Source: an optimization exercise on an open RTL-to-GDS flow (aim: small area, a short achievable clock period and few clock cycles per item). Production flows keep margins and buffers that such runs may drop.
The RTL was checked by simulation tests, not by an equivalence proof against the original design.

## run a
==> module sixel_color_conv, before the edit <==
module sixel_color_conv (
    input  wire        clk,
    input  wire        rst,
    input  wire        in_valid,
    output wire        in_ready,
    input  wire        in_space,
    input  wire [8:0]  in_p0,
    input  wire [6:0]  in_p1,
    input  wire [6:0]  in_p2,
    output reg         out_valid,
    input  wire        out_ready,
    output wire [31:0] out_color
);
    reg  v0, v1, v2, v3;
    wire full_3 = out_valid && v3;
    wire full_2 = full_3 && v2;
    wire full_1 = full_2 && v1;
    wire full_0 = full_1 && v0;
    wire en_o = out_ready || !out_valid;
    wire en_3 = out_ready || !full_3;
    wire en_2 = out_ready || !full_2;
    wire en_1 = out_ready || !full_1;
    wire en_0 = out_ready || !full_0;
    reg        skv;
    reg        rdy;          
    reg [23:0] skid;
    assign in_ready = rdy;
    wire [23:0] in_ops = {in_space, in_p0, in_p1, in_p2};
    reg [23:0] s0;
    always @(posedge clk) begin
        if (rst) begin
            skv <= 1'b0;
            rdy <= 1'b1;
            v0  <= 1'b0;
        end else if (en_0) begin
            skv <= 1'b0;
            rdy <= 1'b1;
            v0  <= skv || in_valid;
        end else if (in_valid) begin
            skv <= 1'b1;
            rdy <= 1'b0;
        end
        if (!skv)   skid <= in_ops;
        if (en_0)   s0 <= skv ? skid : in_ops;
    end
    wire       s0_sp = s0[23];
    wire [8:0] s0_h  = s0[22:14];
    wire [6:0] s0_l  = s0[13:7];
    wire [6:0] s0_s  = s0[6:0];
    wire [12:0] a_C;
    wire [2:0]  a_n;
    wire [5:0]  a_kp;
    hls_a u_a (.sp(s0_sp), .h(s0_h), .l(s0_l), .s(s0_s), .C(a_C), .n(a_n), .kp(a_kp));
    reg        s1_sp;
    reg [6:0]  s1_l;
    reg [12:0] s1_C;
    reg [8:0]  s1_kn;
    always @(posedge clk) begin
        if (rst)         v1 <= 1'b0;
        else if (en_1) v1 <= v0;
        if (en_1) begin
            s1_sp <= s0_sp;
            s1_l  <= s0_l;
            s1_C  <= a_C;
            s1_kn <= s0_sp ? {2'b0, s0_h[6:0]} : {a_n, a_kp};
        end
    end
    wire [12:0] b_C = s1_sp ? 13'd0 : s1_C;
    wire [18:0] b_M1, b_V;
    hls_b u_b (.l(s1_l), .C(b_C), .kp(s1_kn[5:0]), .M1(b_M1), .V(b_V));
    wire [10:0] b_xr, b_xb;
    color_converter_rgb u_xr (.c(s1_kn[6:0]), .x(b_xr));
    color_converter_rgb u_xb (.c(s1_C[6:0]),  .x(b_xb));
    reg        s2_sp;
    reg [6:0]  s2_l;
    reg [2:0]  s2_n;
    reg [18:0] s2_M1, s2_V;
    always @(posedge clk) begin
        if (rst)         v2 <= 1'b0;
        else if (en_2) v2 <= v1;
        if (en_2) begin
            s2_sp <= s1_sp;
            s2_l  <= s1_l;
            s2_M1 <= b_M1;
            {s2_n, s2_V} <= s1_sp ? {b_xr, b_xb} : {s1_kn[8:6], b_V};
        end
    end
    wire [7:0] c_q1, c_F;
    wire [6:0] c_rm1, c_thr;
    wire [3:0] c_qmh, c_xml;
    wire [9:0] c_rmh;
    hls_c u_c (.l(s2_l), .M1(s2_M1), .V(s2_V), .q1(c_q1), .rm1(c_rm1), .thr(c_thr),
               .qmh(c_qmh), .rmh(c_rmh), .xml(c_xml), .F(c_F));
    wire [7:0] c_r, c_b;
    color_converter_rgb_div u_cr (.x({s2_n, s2_V[18:11]}), .byte_o(c_r));
    color_converter_rgb_div u_cb (.x(s2_V[10:0]),          .byte_o(c_b));
    reg        s3_sp;
    reg [2:0]  s3_n;
    reg [7:0]  s3_q1, s3_F;
    reg [6:0]  s3_rm1, s3_thr;
    reg [17:0] s3_m;
    always @(posedge clk) begin
        if (rst)         v3 <= 1'b0;
        else if (en_3) v3 <= v2;
        if (en_3) begin
            s3_sp <= s2_sp;
            s3_n  <= s2_n;
            s3_q1 <= c_q1;
            s3_F  <= c_F;
            s3_rm1 <= c_rm1;
            s3_thr <= c_thr;
            s3_m  <= s2_sp ? {2'b0, c_b, c_r} : {c_qmh, c_rmh, c_xml};
        end
    end
    wire [7:0] bmid, bmin;
    hls_d u_d (.F(s3_F), .q1(s3_q1), .rm1(s3_rm1), .thr(s3_thr), .qmh(s3_m[17:14]), .rmh(s3_m[13:4]),
               .xml(s3_m[3:0]), .bmid(bmid), .bmin(bmin));
    wire [7:0] bmax = s3_q1;
    reg [7:0] R, G, B;
    always @(*) begin
        case (s3_n)
            3'd1:    begin R = bmax; G = bmin; B = bmid; end
            3'd2:    begin R = bmax; G = bmid; B = bmin; end
            3'd3:    begin R = bmid; G = bmax; B = bmin; end
            3'd4:    begin R = bmin; G = bmax; B = bmid; end
            3'd5:    begin R = bmin; G = bmid; B = bmax; end
            default: begin R = bmid; G = bmin; B = bmax; end
        endcase
        if (s3_sp) begin
            R = s3_m[7:0]; G = bmax; B = s3_m[15:8];
        end
    end
    reg [23:0] oc;
    assign out_color = {8'hFF, oc};
    always @(posedge clk) begin
        if (rst)         out_valid <= 1'b0;
        else if (en_o) out_valid <= v3;
        if (en_o) oc <= {B, G, R};
    end
endmodule
export LEC_CHECK = 0
export ABC_AREA = 1
export CAP_MARGIN = 20
export CORE_MARGIN = 2
export CORE_UTILIZATION = 40
export SLEW_MARGIN = 20
create_clock -name core_clock -period 32.0 [get_ports {clk}]
run.sh (not shown) runs the stock make flow with config.mk's settings and CLKGATE_MAP_FILE= SYNTH_SCRIPT=/design/flow/synth_recipe.tcl, a recipe that flattens the netlist after the stock synthesis.
Both conditions hold for run a: the flow ran to the end and the final layout passed the timing, DRC and antenna checks.
Testbench counts of run a, summed over its fixed seeds: cycles 16,040, items 16,000.
What run b does differently from run a at the input level:
diff --git a/flow/design.v b/flow/design.v
--- a/flow/design.v
+++ b/flow/design.v
@@ -286,28 +286,20 @@
     input  wire        out_ready,
     output wire [31:0] out_color
 );
-    reg  v0, v1, v2, v3;
-    wire full_3 = out_valid && v3;
-    wire full_2 = full_3 && v2;
-    wire full_1 = full_2 && v1;
-    wire full_0 = full_1 && v0;
-    wire en_o = out_ready || !out_valid;
-    wire en_3 = out_ready || !full_3;
-    wire en_2 = out_ready || !full_2;
-    wire en_1 = out_ready || !full_1;
-    wire en_0 = out_ready || !full_0;
+    wire stall = out_valid && !out_ready;
     reg        skv;
     reg        rdy;          
     reg [23:0] skid;
     assign in_ready = rdy;
     wire [23:0] in_ops = {in_space, in_p0, in_p1, in_p2};
+    reg        v0;
     reg [23:0] s0;
     always @(posedge clk) begin
         if (rst) begin
             skv <= 1'b0;
             rdy <= 1'b1;
             v0  <= 1'b0;
-        end else if (en_0) begin
+        end else if (!stall) begin
             skv <= 1'b0;
             rdy <= 1'b1;
             v0  <= skv || in_valid;
@@ -316,7 +308,7 @@
             rdy <= 1'b0;
         end
         if (!skv)   skid <= in_ops;
-        if (en_0)   s0 <= skv ? skid : in_ops;
+        if (!stall) s0 <= skv ? skid : in_ops;
     end
     wire       s0_sp = s0[23];
     wire [8:0] s0_h  = s0[22:14];
@@ -326,14 +318,15 @@
     wire [2:0]  a_n;
     wire [5:0]  a_kp;
     hls_a u_a (.sp(s0_sp), .h(s0_h), .l(s0_l), .s(s0_s), .C(a_C), .n(a_n), .kp(a_kp));
+    reg        v1;
     reg        s1_sp;
     reg [6:0]  s1_l;
     reg [12:0] s1_C;
     reg [8:0]  s1_kn;
     always @(posedge clk) begin
         if (rst)         v1 <= 1'b0;
-        else if (en_1) v1 <= v0;
-        if (en_1) begin
+        else if (!stall) v1 <= v0;
+        if (!stall) begin
             s1_sp <= s0_sp;
             s1_l  <= s0_l;
             s1_C  <= a_C;
@@ -346,14 +339,15 @@
     wire [10:0] b_xr, b_xb;
     color_converter_rgb u_xr (.c(s1_kn[6:0]), .x(b_xr));
     color_converter_rgb u_xb (.c(s1_C[6:0]),  .x(b_xb));
+    reg        v2;
     reg        s2_sp;
     reg [6:0]  s2_l;
     reg [2:0]  s2_n;
     reg [18:0] s2_M1, s2_V;
     always @(posedge clk) begin
         if (rst)         v2 <= 1'b0;
-        else if (en_2) v2 <= v1;
-        if (en_2) begin
+        else if (!stall) v2 <= v1;
+        if (!stall) begin
             s2_sp <= s1_sp;
             s2_l  <= s1_l;
             s2_M1 <= b_M1;
@@ -369,6 +363,7 @@
     wire [7:0] c_r, c_b;
     color_converter_rgb_div u_cr (.x({s2_n, s2_V[18:11]}), .byte_o(c_r));
     color_converter_rgb_div u_cb (.x(s2_V[10:0]),          .byte_o(c_b));
+    reg        v3;
     reg        s3_sp;
     reg [2:0]  s3_n;
     reg [7:0]  s3_q1, s3_F;
@@ -376,8 +371,8 @@
     reg [17:0] s3_m;
     always @(posedge clk) begin
         if (rst)         v3 <= 1'b0;
-        else if (en_3) v3 <= v2;
-        if (en_3) begin
+        else if (!stall) v3 <= v2;
+        if (!stall) begin
             s3_sp <= s2_sp;
             s3_n  <= s2_n;
             s3_q1 <= c_q1;
@@ -409,7 +404,7 @@
     assign out_color = {8'hFF, oc};
     always @(posedge clk) begin
         if (rst)         out_valid <= 1'b0;
-        else if (en_o) out_valid <= v3;
-        if (en_o) oc <= {B, G, R};
+        else if (!stall) out_valid <= v3;
+        if (!stall) oc <= {B, G, R};
     end
 endmodule
--- outcome ---
Taking run a as the reference, in run b total area of sequential cells has remained practically unchanged, routed wire length increased 390 µm.
In the flow results for run b and run a, the worst slew slack as a fraction of its limit is larger on run b.
From run a to run b the numbers moved as follows: die area went down about 0.43%.
Re number of iterations in the first detailed-routing pass: no difference whatsoever between run a and run b.
Clock buffer instance count of the final layout: run b vs run a up 1
Diff run b..run a | number of flip-flops and latches | unchanged
Against run a, run b comes in 4.4 points lower on fraction of the cycle the final worst path needs.
Compared with run a, run b shows a post-route worst hold slack that is 0.0093 ns lower.
Testbench counts of run b, summed over its fixed seeds: cycles 16,040, items 16,000.

========
Another version of the RTL of sixel_color_conv (not shown whole).
==> module hls_b, before the edit <==
module hls_b (
    input  wire [6:0]  l,
    input  wire [12:0] C,
    input  wire [5:0]  kp,
    output wire [18:0] M1,       
    output wire [18:0] V
);
    wire [13:0] ts0, tc0, ts1, tc1, t1p;
    csa #(14) ut0 (.x({1'b0, C}), .y({5'b0, l, 2'b0}), .z({2'b0, l, 5'b0}), .s(ts0), .c(tc0));
    csa #(14) ut1 (.x(ts0), .y(tc0), .z({1'b0, l, 6'd19}), .s(ts1), .c(tc1));
    padd #(14) ut (.a(ts1), .b(tc1), .ci(1'b0), .s(t1p));
    wire [18:0] ns0, nc0, ns1, nc1, N1;
    csa #(19) un0 (.x({t1p, 5'd31}), .y({1'b0, t1p, 4'd0}), .z({4'b0, t1p, 1'b0}), .s(ns0), .c(nc0));
    csa #(19) un1 (.x(ns0), .y(nc0), .z({5'b0, t1p}), .s(ns1), .c(nc1));
    padd #(19) un (.a(ns1), .b(nc1), .ci(1'b0), .s(N1));
    wire       q17;
    wire [6:0] r17;
    dsteps #(8, 8'd125, 1) ud1 (.ri(N1[18:12]), .x(N1[11]), .q(q17), .ro(r17));
    assign M1 = {q17, r17, N1[10:0]};
    wire [18:0] pp0 = {6'b0, C & {13{kp[0]}}};
    wire [18:0] pp1 = {5'b0, C & {13{kp[1]}}, 1'b0};
    wire [18:0] pp2 = {4'b0, C & {13{kp[2]}}, 2'b0};
    wire [18:0] pp3 = {3'b0, C & {13{kp[3]}}, 3'b0};
    wire [18:0] pp4 = {2'b0, C & {13{kp[4]}}, 4'b0};
    wire [18:0] pp5 = {1'b0, C & {13{kp[5]}}, 5'b0};
    wire [18:0] ms0, mc0, ms1, mc1, ms2, mc2, ms3, mc3;
    csa #(19) um0 (.x(pp0), .y(pp1), .z(pp2), .s(ms0), .c(mc0));
    csa #(19) um1 (.x(pp3), .y(pp4), .z(pp5), .s(ms1), .c(mc1));
    csa #(19) um2 (.x(ms0), .y(mc0), .z(ms1), .s(ms2), .c(mc2));
    csa #(19) um3 (.x(ms2), .y(mc2), .z(mc1), .s(ms3), .c(mc3));
    wire [18:0] vs0, vc0, vs1, vc1;
    csa #(19) uv0 (.x(~ms3), .y(~mc3), .z({t1p, 5'd21}), .s(vs0), .c(vc0));
    csa #(19) uv1 (.x(vs0), .y(vc0), .z(~{4'b0, t1p, 1'b0}), .s(vs1), .c(vc1));
    padd #(19) uv (.a(vs1), .b(vc1), .ci(1'b0), .s(V));
endmodule
Settings: LEC_CHECK=0, ABC_AREA=1, CAP_MARGIN=20, CORE_MARGIN=2, CORE_UTILIZATION=70, SLEW_MARGIN=20; clock period 32.0 ns.
Testbench counts at the start, summed over its fixed seeds: cycles 16,040, items 16,000.
Rerun with:
--- a/flow/design.v
+++ b/flow/design.v
@@ -186,22 +186,36 @@
     wire       q17;
     wire [6:0] r17;
     dsteps #(8, 8'd125, 1) ud1 (.ri(N1[18:12]), .x(N1[11]), .q(q17), .ro(r17));
     assign M1 = {q17, r17, N1[10:0]};
-    wire [18:0] pp0 = {6'b0, C & {13{kp[0]}}};
-    wire [18:0] pp1 = {5'b0, C & {13{kp[1]}}, 1'b0};
-    wire [18:0] pp2 = {4'b0, C & {13{kp[2]}}, 2'b0};
-    wire [18:0] pp3 = {3'b0, C & {13{kp[3]}}, 3'b0};
-    wire [18:0] pp4 = {2'b0, C & {13{kp[4]}}, 4'b0};
-    wire [18:0] pp5 = {1'b0, C & {13{kp[5]}}, 5'b0};
-    wire [18:0] ms0, mc0, ms1, mc1, ms2, mc2, ms3, mc3;
-    csa #(19) um0 (.x(pp0), .y(pp1), .z(pp2), .s(ms0), .c(mc0));
-    csa #(19) um1 (.x(pp3), .y(pp4), .z(pp5), .s(ms1), .c(mc1));
-    csa #(19) um2 (.x(ms0), .y(mc0), .z(ms1), .s(ms2), .c(mc2));
-    csa #(19) um3 (.x(ms2), .y(mc2), .z(mc1), .s(ms3), .c(mc3));
-    wire [18:0] vs0, vc0, vs1, vc1;
-    csa #(19) uv0 (.x(~ms3), .y(~mc3), .z({t1p, 5'd21}), .s(vs0), .c(vc0));
-    csa #(19) uv1 (.x(vs0), .y(vc0), .z(~{4'b0, t1p, 1'b0}), .s(vs1), .c(vc1));
+    wire [6:0] kq = {kp, 1'b0};
+    wire [2:0] one, two, sg;
+    wire [13:0] X0, X1, X2;
+    genvar bi;
+    generate for (bi = 0; bi < 3; bi = bi + 1) begin : be
+        wire b2 = kq[2*bi+2], b1 = kq[2*bi+1], b0 = kq[2*bi];
+        assign one[bi] = b1 ^ b0;
+        assign two[bi] = (b2 & ~b1 & ~b0) | (~b2 & b1 & b0);
+        assign sg[bi]  = ~b2 & (b1 | b0);
+    end endgenerate
+    wire [13:0] C1 = {1'b0, C};
+    wire [13:0] C2 = {C, 1'b0};
+    assign X0 = (({14{one[0]}} & C1) | ({14{two[0]}} & C2)) ^ {14{sg[0]}};
+    assign X1 = (({14{one[1]}} & C1) | ({14{two[1]}} & C2)) ^ {14{sg[1]}};
+    assign X2 = (({14{one[2]}} & C1) | ({14{two[2]}} & C2)) ^ {14{sg[2]}};
+    wire        k5 = kp[5];
+    wire [12:0] X3 = ~C & {13{k5}};
+    wire [18:0] R0 = {1'b0, 1'b1, ~sg[0], sg[0], sg[0], X0};
+    wire [18:0] R1 = {2'b0, ~sg[1], X1, 1'b0, sg[0]};
+    wire [18:0] R2 = {~sg[2], X2, k5, sg[1], 1'b0, 1'b1};
+    wire [18:0] R3 = {X3, k5, sg[2], 4'b1111};
+    wire [18:0] RA = {t1p, k5, k5, 1'b0, 2'b11};
+    wire [18:0] RB = ~{4'b0, t1p, 1'b0};
+    wire [18:0] ms0, mc0, ms1, mc1, vs0, vc0, vs1, vc1;
+    csa #(19) um0 (.x(R0), .y(R1), .z(R2), .s(ms0), .c(mc0));
+    csa #(19) um1 (.x(ms0), .y(mc0), .z(R3), .s(ms1), .c(mc1));
+    csa #(19) uv0 (.x(RA), .y(RB), .z(ms1), .s(vs0), .c(vc0));
+    csa #(19) uv1 (.x(vs0), .y(vc0), .z(mc1), .s(vs1), .c(vc1));
     padd #(19) uv (.a(vs1), .b(vc1), .ci(1'b0), .s(V));
 endmodule
 module hls_c (
     input  wire [6:0]  l,
The new run went through all stages and came out clean.
Non-clock buffer count is unchanged.
Sequential share of layout area grows by 0.25 points.
Final cell count shrinks by 1.4%.
Clock skew barely changes.
Synthesized area shrinks by 0.88%.
Routed wire length grows by 2.8%.
Design area shrinks by 0.88%.
Clock-buffer cell count shrinks by 3.
Setup slack got worse by 0.46 ns.
Testbench counts after the change, summed over its fixed seeds: cycles 16,040, items 16,000.

[re-timing with driven ports]
The results above use ideal ports. As a check the final layouts listed here were re-extracted and re-timed, cells and wires unchanged. Step 1 sets driving cells, clkbuf_16 on the clock port and buf_2 on the other inputs (assumed; they add their load-dependent delay and slew). Step 2, shift: input delay + t, output delay - t, t = (earliest + latest rising clock arrival at the registers) / 2. This alone moves slack from input paths to output paths. a / b / c = no drivers / after step 1 / after step 2; a / b = the first two.
run | t, ns | setup slack, ns | latest minus earliest clock arrival (ns)
run a | 0.587 | 21.792 / 21.815 / 21.228 | 0.016 / 0.016
run b | 0.577 | 23.196 / 23.222 / 22.645 | 0.019 / 0.019
the first run of note 2 | 0.569 | 23.755 / 23.755 / 23.331 | 0.015 / 0.015
the second run of note 2 | 0.564 | 23.300 / 23.300 / 23.300 | 0.019 / 0.018
After both steps setup and hold are still met in every run listed. The setup slack of run a, which loses most, moves by +0.023 ns with the drivers and by -0.564 ns with both steps.
